Background: an optimization exercise with open tools, aiming at small area. Do not read the settings as production practice. Where RTL was checked, it was by simulation tests only, not by an equivalence proof against the original.

Setup of job 101:
==> flow/design.v <==
module bst_msg_dec (
    input  wire [10:0]  n,           
    input  wire         is_a,        
    input  wire         is_b,        
    input  wire         is_d,        
    input  wire [7:0]   s_l,
    input  wire [7:0]   s_x,
    input  wire [7:0]   s_h2,
    input  wire [7:0]   s_pdus,
    input  wire [7:0]   s_pduf,
    input  wire [7:0]   s_c,
    output wire [2:0]   kind,        
    output wire [2:0]   prio,
    output wire         dst_valid,
    output wire [17:0]  pgn,
    output wire [10:0]  dlen,
    output reg  [2:0]   field,
    output wire         id_valid,
    output reg  [15:0]  declared,
    output wire [15:0]  actual
);
    localparam [2:0] F_HEADER = 3'd0;
    localparam [2:0] F_L      = 3'd1;
    localparam [2:0] F_DL     = 3'd2;
    localparam [2:0] F_LL     = 3'd3;
    localparam [2:0] F_DATA   = 3'd4;
    wire [15:0] ll = {s_h2, s_x};
    wire nz      = (n != 11'd0);
    wire short8  = (n < 11'd8);
    wire short13 = (n < 11'd13);
    wire short   = is_d ? short13 : short8;
    wire data_ok = (n <= 11'd16);
    wire ll_big  = (ll > 16'd1785);
    wire [8:0] l_plus2 = {1'b0, s_l} + 9'd2;
    wire       l_ok    = (n == {2'd0, l_plus2});
    wire [3:0]  c = short ? 4'd0 : (is_d ? 4'd13 : (l_ok ? 4'd8 : 4'd2));
    wire [10:0] d = n - {7'd0, c};
    wire [15:0] t    = {is_d ? s_h2 : 8'd0, s_x};
    wire        t_ok = (t == {5'd0, d});
    wire ok_a = !short8 && l_ok && t_ok;
    wire ok_b = !short8 && l_ok && data_ok;
    wire ok_d = !short13 && !ll_big && t_ok;
    wire msg  = nz && ((is_a && ok_a) || (is_b && ok_b) || (is_d && ok_d));
    wire unk  = nz && !is_a && !is_b && !is_d;
    assign kind      = msg ? 3'd0 : (unk ? 3'd4 : 3'd5);
    assign prio      = is_a ? s_h2[2:0] : s_c[4:2];
    assign dst_valid = !is_b || (s_pduf[7:4] != 4'hF);
    assign pgn       = {s_c[1:0], s_pduf, (s_pduf[7:4] == 4'hF) ? s_pdus : 8'd0};
    assign dlen      = d;
    assign id_valid  = nz;
    assign actual    = (is_d && !short && ll_big) ? ll : {5'd0, d};
    always @* begin
        if (!nz || short) begin
            field    = F_HEADER;
            declared = !nz ? 16'd1 : (is_d ? 16'd13 : 16'd8);
        end else if (is_d) begin
            field    = ll_big ? F_DATA : F_LL;
            declared = ll_big ? 16'd1785 : t;
        end else if (!l_ok) begin
            field    = F_L;
            declared = {8'd0, s_l};
        end else if (is_b) begin
            field    = F_DATA;
            declared = 16'd8;
        end else begin
            field    = F_DL;
            declared = t;
        end
    end
endmodule
module bst_rx #(
    parameter MAX_FRAME = 1798
) (
    input  wire         clk,
    input  wire         rst,             
    input  wire         in_valid,
    input  wire [7:0]   in_byte,
    output reg          dat_valid,
    output wire [7:0]   dat_byte,
    output wire [10:0]  dat_idx,
    output reg          evt_valid,
    output wire [2:0]   evt_kind,
    output wire [7:0]   msg_tag,
    output wire [2:0]   msg_prio,
    output wire [7:0]   msg_pdus,
    output wire [7:0]   msg_pduf,
    output wire [1:0]   msg_dp,
    output wire [7:0]   msg_dst,
    output wire         msg_dst_valid,
    output wire [7:0]   msg_src,
    output wire [31:0]  msg_ts,
    output wire [1:0]   msg_trc,
    output wire         msg_dir,
    output wire [7:0]   msg_dpp,
    output wire [7:0]   msg_ctrl,
    output wire [17:0]  msg_pgn,
    output wire [10:0]  msg_dlen,
    output wire [10:0]  err_len,
    output wire [7:0]   err_byte,
    output wire [7:0]   err_expected,
    output wire         err_cks_valid,
    output wire [7:0]   err_id,
    output wire         err_id_valid,
    output wire [2:0]   err_field,
    output wire [15:0]  err_declared,
    output wire [15:0]  err_actual
);
    localparam [7:0] DLE = 8'h10;
    localparam [7:0] STX = 8'h02;
    localparam [7:0] ETX = 8'h03;
    localparam [1:0] S_SCAN     = 2'd0;
    localparam [1:0] S_SCAN_DLE = 2'd1;
    localparam [1:0] S_BODY     = 2'd2;
    localparam [1:0] S_BODY_ESC = 2'd3;
    localparam [1:0] E_FRAME    = 2'd0;
    localparam [1:0] E_CHECKSUM = 2'd1;
    localparam [1:0] E_UNESC    = 2'd2;
    localparam [1:0] E_TOOLARGE = 2'd3;
    reg  [1:0]   state;
    reg          empty;      
    reg  [10:0]  idx;        
    reg  [7:0]   nsum;       
    reg  [7:0]   blast;      
    reg  [1:0]   ek;         
    reg          cks_nz;     
    reg  [7:0]   s_tag, s_l, s_x, s_h2, s_pdus, s_pduf, s_src, s_dst, s_c;
    reg  [7:0]   s_ts0, s_ts1, s_ts2, s_ts3;
    wire is_a = (s_tag == 8'h93) || (s_tag == 8'h94);
    wire is_b = (s_tag == 8'h95);
    wire is_d = (s_tag == 8'hD0);
    wire b_dle = (in_byte == DLE);
    wire b_stx = (in_byte == STX);
    wire b_etx = (in_byte == ETX);
    wire [7:0]   nsum_all = nsum - blast;
    wire buf_full = !empty && idx[10] && idx[9] && idx[8] && idx[2] && idx[1];
    reg          append;         
    reg          unesc;          
    reg          fend;           
    reg          clear;          
    reg  [1:0]   next_state;
    reg          ev;             
    reg  [1:0]   ev_class;
    always @* begin
        append     = 1'b0;
        unesc      = 1'b0;
        fend       = 1'b0;
        clear      = 1'b0;
        next_state = state;
        ev         = 1'b0;
        ev_class   = E_TOOLARGE;
        case (state)
            S_SCAN: begin
                if (b_dle) next_state = S_SCAN_DLE;
            end
            S_SCAN_DLE: begin
                if (b_stx) begin
                    next_state = S_BODY;
                    clear      = 1'b1;
                end else if (!b_dle) begin
                    next_state = S_SCAN;
                end
            end
            S_BODY: begin
                if (b_dle) begin
                    next_state = S_BODY_ESC;
                end else if (buf_full) begin
                    ev         = 1'b1;
                    clear      = 1'b1;
                    next_state = S_SCAN;
                end else begin
                    append = 1'b1;
                end
            end
            S_BODY_ESC: begin
                if (b_dle) begin
                    if (buf_full) begin
                        ev         = 1'b1;
                        clear      = 1'b1;
                        next_state = S_SCAN;
                    end else begin
                        append     = 1'b1;
                        next_state = S_BODY;
                    end
                end else if (b_etx) begin
                    ev         = 1'b1;
                    fend       = 1'b1;
                    clear      = 1'b1;
                    next_state = S_SCAN;
                    ev_class   = (!empty && nsum_all == 8'd0) ? E_FRAME : E_CHECKSUM;
                end else begin
                    ev         = 1'b1;
                    unesc      = 1'b1;
                    clear      = 1'b1;
                    ev_class   = E_UNESC;
                    next_state = b_stx ? S_BODY : S_SCAN;
                end
            end
        endcase
    end
    wire [12:0] pos;
    genvar p;
    generate
        for (p = 0; p < 13; p = p + 1) begin : g_pos
            if (p == 0) begin : g0
                assign pos[p] = empty;
            end else begin : gn
                assign pos[p] = !empty && (idx == p - 1);
            end
        end
    endgenerate
    wire        wr = in_valid && (append || unesc);
    always @(posedge clk) begin
        if (rst) begin
            state <= S_SCAN;
            empty <= 1'b1;
        end else if (in_valid) begin
            state <= next_state;
            if (clear)
                empty <= 1'b1;
            else if (append)
                empty <= 1'b0;
        end
    end
    always @(posedge clk) begin
        if (in_valid && (append || unesc || fend))
            idx <= empty ? 11'd0 : idx + {10'd0, !fend};
        if (wr) begin
            nsum  <= empty ? 8'd0 : nsum_all;
            blast <= in_byte;
        end
        if (wr && pos[0])                              s_tag  <= in_byte;
        if (wr && (pos[1] || (pos[8] && is_d)))        s_l    <= in_byte;
        if (wr && (pos[1] || (pos[7] && is_a)))        s_x    <= in_byte;
        if (wr && pos[2])                              s_h2   <= in_byte;
        if (wr && (pos[3] || (pos[5] && !is_a)))       s_pdus <= in_byte;
        if (wr && (pos[4] || (pos[6] && !is_a)))       s_pduf <= in_byte;
        if (wr && pos[4])                              s_src  <= in_byte;
        if (wr && (pos[3] || (pos[5] && is_b) || (pos[6] && is_a)))
                                                       s_dst  <= in_byte;
        if (wr && (pos[5] || (pos[7] && !is_a)))       s_c    <= in_byte;
        if (wr && (pos[2] || (pos[9] && !is_b)))       s_ts0  <= in_byte;
        if (wr && (pos[3] || (pos[10] && !is_b)))      s_ts1  <= in_byte;
        if (wr && pos[11])                             s_ts2  <= in_byte;
        if (wr && pos[12])                             s_ts3  <= in_byte;
    end
    always @(posedge clk) begin
        if (rst) begin
            dat_valid <= 1'b0;
            evt_valid <= 1'b0;
        end else begin
            dat_valid <= in_valid && append;
            evt_valid <= in_valid && ev;
        end
        ek     <= ev_class;
        cks_nz <= !empty;
    end
    assign dat_byte = blast;
    assign dat_idx  = idx;
    wire [2:0] md_kind;
    bst_msg_dec u_msg (
        .n(idx), .is_a(is_a), .is_b(is_b), .is_d(is_d),
        .s_l(s_l), .s_x(s_x), .s_h2(s_h2), .s_pdus(s_pdus), .s_pduf(s_pduf), .s_c(s_c),
        .kind(md_kind), .prio(msg_prio), .dst_valid(msg_dst_valid), .pgn(msg_pgn),
        .dlen(msg_dlen), .field(err_field), .id_valid(err_id_valid),
        .declared(err_declared), .actual(err_actual)
    );
    assign evt_kind = (ek == E_FRAME) ? md_kind : {1'b0, ek};
    assign msg_tag  = s_tag;
    assign msg_pdus = s_pdus;
    assign msg_pduf = s_pduf;
    assign msg_dp   = s_c[1:0];
    assign msg_dst  = s_dst;
    assign msg_src  = s_src;
    assign msg_ts   = {is_b ? 16'd0 : {s_ts3, s_ts2}, s_ts1, s_ts0};
    assign msg_trc  = s_c[6:5];
    assign msg_dir  = s_c[7];
    assign msg_dpp  = s_c;
    assign msg_ctrl = s_l;
    assign err_len       = idx;
    assign err_byte      = blast;
    assign err_expected  = nsum;
    assign err_cks_valid = cks_nz;
    assign err_id        = s_tag;
endmodule
Settings: LEC_CHECK=0, CAP_MARGIN=0, CORE_MARGIN=2, CORE_UTILIZATION=40, GPL_TIMING_DRIVEN=0, PLACE_DENSITY=0.6, SLEW_MARGIN=0; clock period 7.0 ns.
standard.sh (not shown) runs the stock make flow with config.mk's settings and CLKGATE_MAP_FILE= SYNTH_SCRIPT=/design/flow/synth_recipe.tcl, a recipe that flattens the netlist after the stock synthesis.
==> flow/flow/run.sh <==
#!/bin/bash
# Standard layout with four changes: ABC maps the logic with an area-oriented
# script (flow/area.abc), synthesis's pass-through buffers are removed before
# placement (as the timing-driven placement does), the port buffers use the
# smallest buffer cell, and the clock tree uses mid-size buffers without
# dummy loads.
set -euo pipefail
export AREA_ABC_SCRIPT="$PWD/flow/area.abc"
export PRE_GLOBAL_PLACE_TCL="$PWD/flow/pre_global_place.tcl"
export BUFFER_PORTS_ARGS="-buffer_cell sky130_fd_sc_hd__buf_1"
export CTS_ARGS="-sink_clustering_enable -repair_clock_nets -dont_use_dummy_load -buf_list sky130_fd_sc_hd__clkbuf_8 -sink_clustering_size 20"
bash standard.sh SYNTH_SCRIPT="$PWD/flow/synth.tcl" finish > make_finish.log 2>&1
==> flow/flow/area.abc <==
strash
&get -n
&st
&syn2
&dch -f
&nf -p -R 1000
&st
&syn2
&dch -f
&nf -p -R 1000
&put
==> flow/flow/pre_global_place.tcl <==
# Remove synthesis's buffers; global_place.tcl then buffers the ports.
remove_buffers
==> flow/flow/synth.tcl <==
# The standard synthesis (synth_recipe.tcl), with ABC run on an
# area-oriented script in place of ORFS's; the registers are mapped before
# ABC runs, so they come out as in the standard synthesis.
proc synth {args} { yosys synth -nofsm -noshare {*}$args }
proc abc {args} {
  set i [lsearch -exact $args -script]
  if { $i >= 0 } { set args [lreplace $args [expr {$i + 1}] [expr {$i + 1}] $::env(AREA_ABC_SCRIPT)] }
  yosys abc {*}$args
}
source $::env(SCRIPTS_DIR)/synth.tcl
# left out here: clear keep_hierarchy, flatten, clean up, hide names made inside functions, write 1_2_yosys.v
diff inputs: job 101 => job 102
--- a/flow/design.v
+++ b/flow/design.v
@@ -1,3 +1,4 @@
 module bst_msg_dec (
+    input  wire         clk,
     input  wire [10:0]  n,           
     input  wire         is_a,        
@@ -33,5 +34,7 @@
     wire ll_big  = (ll > 16'd1785);
     wire [8:0] l_plus2 = {1'b0, s_l} + 9'd2;
-    wire       l_ok    = (n == {2'd0, l_plus2});
+    wire       l_ok_now = (n == {2'd0, l_plus2});
+    reg        l_ok;
+    reg  [1:0] kind_r;       
     wire [3:0]  c = short ? 4'd0 : (is_d ? 4'd13 : (l_ok ? 4'd8 : 4'd2));
     wire [10:0] d = n - {7'd0, c};
@@ -43,5 +46,9 @@
     wire msg  = nz && ((is_a && ok_a) || (is_b && ok_b) || (is_d && ok_d));
     wire unk  = nz && !is_a && !is_b && !is_d;
-    assign kind      = msg ? 3'd0 : (unk ? 3'd4 : 3'd5);
+    always @(posedge clk) begin
+        l_ok   <= l_ok_now;
+        kind_r <= msg ? 2'd0 : (unk ? 2'd2 : 2'd3);
+    end
+    assign kind      = {kind_r[1], 1'b0, kind_r[0]};
     assign prio      = is_a ? s_h2[2:0] : s_c[4:2];
     assign dst_valid = !is_b || (s_pduf[7:4] != 4'hF);
@@ -259,5 +266,5 @@
     wire [2:0] md_kind;
     bst_msg_dec u_msg (
-        .n(idx), .is_a(is_a), .is_b(is_b), .is_d(is_d),
+        .clk(clk), .n(idx), .is_a(is_a), .is_b(is_b), .is_d(is_d),
         .s_l(s_l), .s_x(s_x), .s_h2(s_h2), .s_pdus(s_pdus), .s_pduf(s_pduf), .s_c(s_c),
         .kind(md_kind), .prio(msg_prio), .dst_valid(msg_dst_valid), .pgn(msg_pgn),
--- outcome ---
Fmax, job 102 and job 101: larger value in job 102. Going from job 101 to job 102, count of inverters not on the clock network in the layout saw an increase, overall routed net length closely matched the old numbers, utilization of the core after routing shrank by 1.0 points, routing usage on met3 picked up an extra 0.29 points, overall die height now larger. Compared with job 101, job 102 shows a synthesized instance count that is about 1.3% higher. Violation count after the first detailed-route iteration delta for job 102 relative to job 101: 8 lower. Between job 102 and job 101, shortest clock period the worst path allows after layout is higher for job 101, job 102 comes in under that. Diff job 101..job 102 | first-pass GRT wire length | negligible. Note that the number of distinct library cells after synthesis recorded for job 102 amounts to 0.923 times the value seen in job 101.
The RTL of job 101 was laid out without a check of its function.

what the ideal ports hide:
In the flow no input, the clock included, has a driving cell. The finished layouts below were timed again as built, in two steps. Step 1 assumes that a clkbuf_16 drives the clock port and a buf_2 every other input. Step 2 times the ports against the registers' clock, not the clock port: input delays grow and output delays shrink by t, the midpoint of the rising clock arrivals with the driver on. Slacks: ideal ports / drivers / drivers and shift; pairs: ideal ports / drivers.
| run | t (ns) | slack for setup (ns) | hold slack, ns | worst register clock-pin slew, ns | worst data-port slew with drivers (ns) |
|---|---|---|---|---|---|
| job 101 | 0.462 | 0.280 / 0.245 / 0.657 | 0.605 / 0.605 / 0.605 | 0.08 / 0.08 | 0.03 |
| job 102 | 0.467 | 0.675 / 0.640 / 1.107 | 0.591 / 0.591 / 0.591 | 0.08 / 0.08 | 0.03 |
After both steps setup and hold are still met in every run listed.
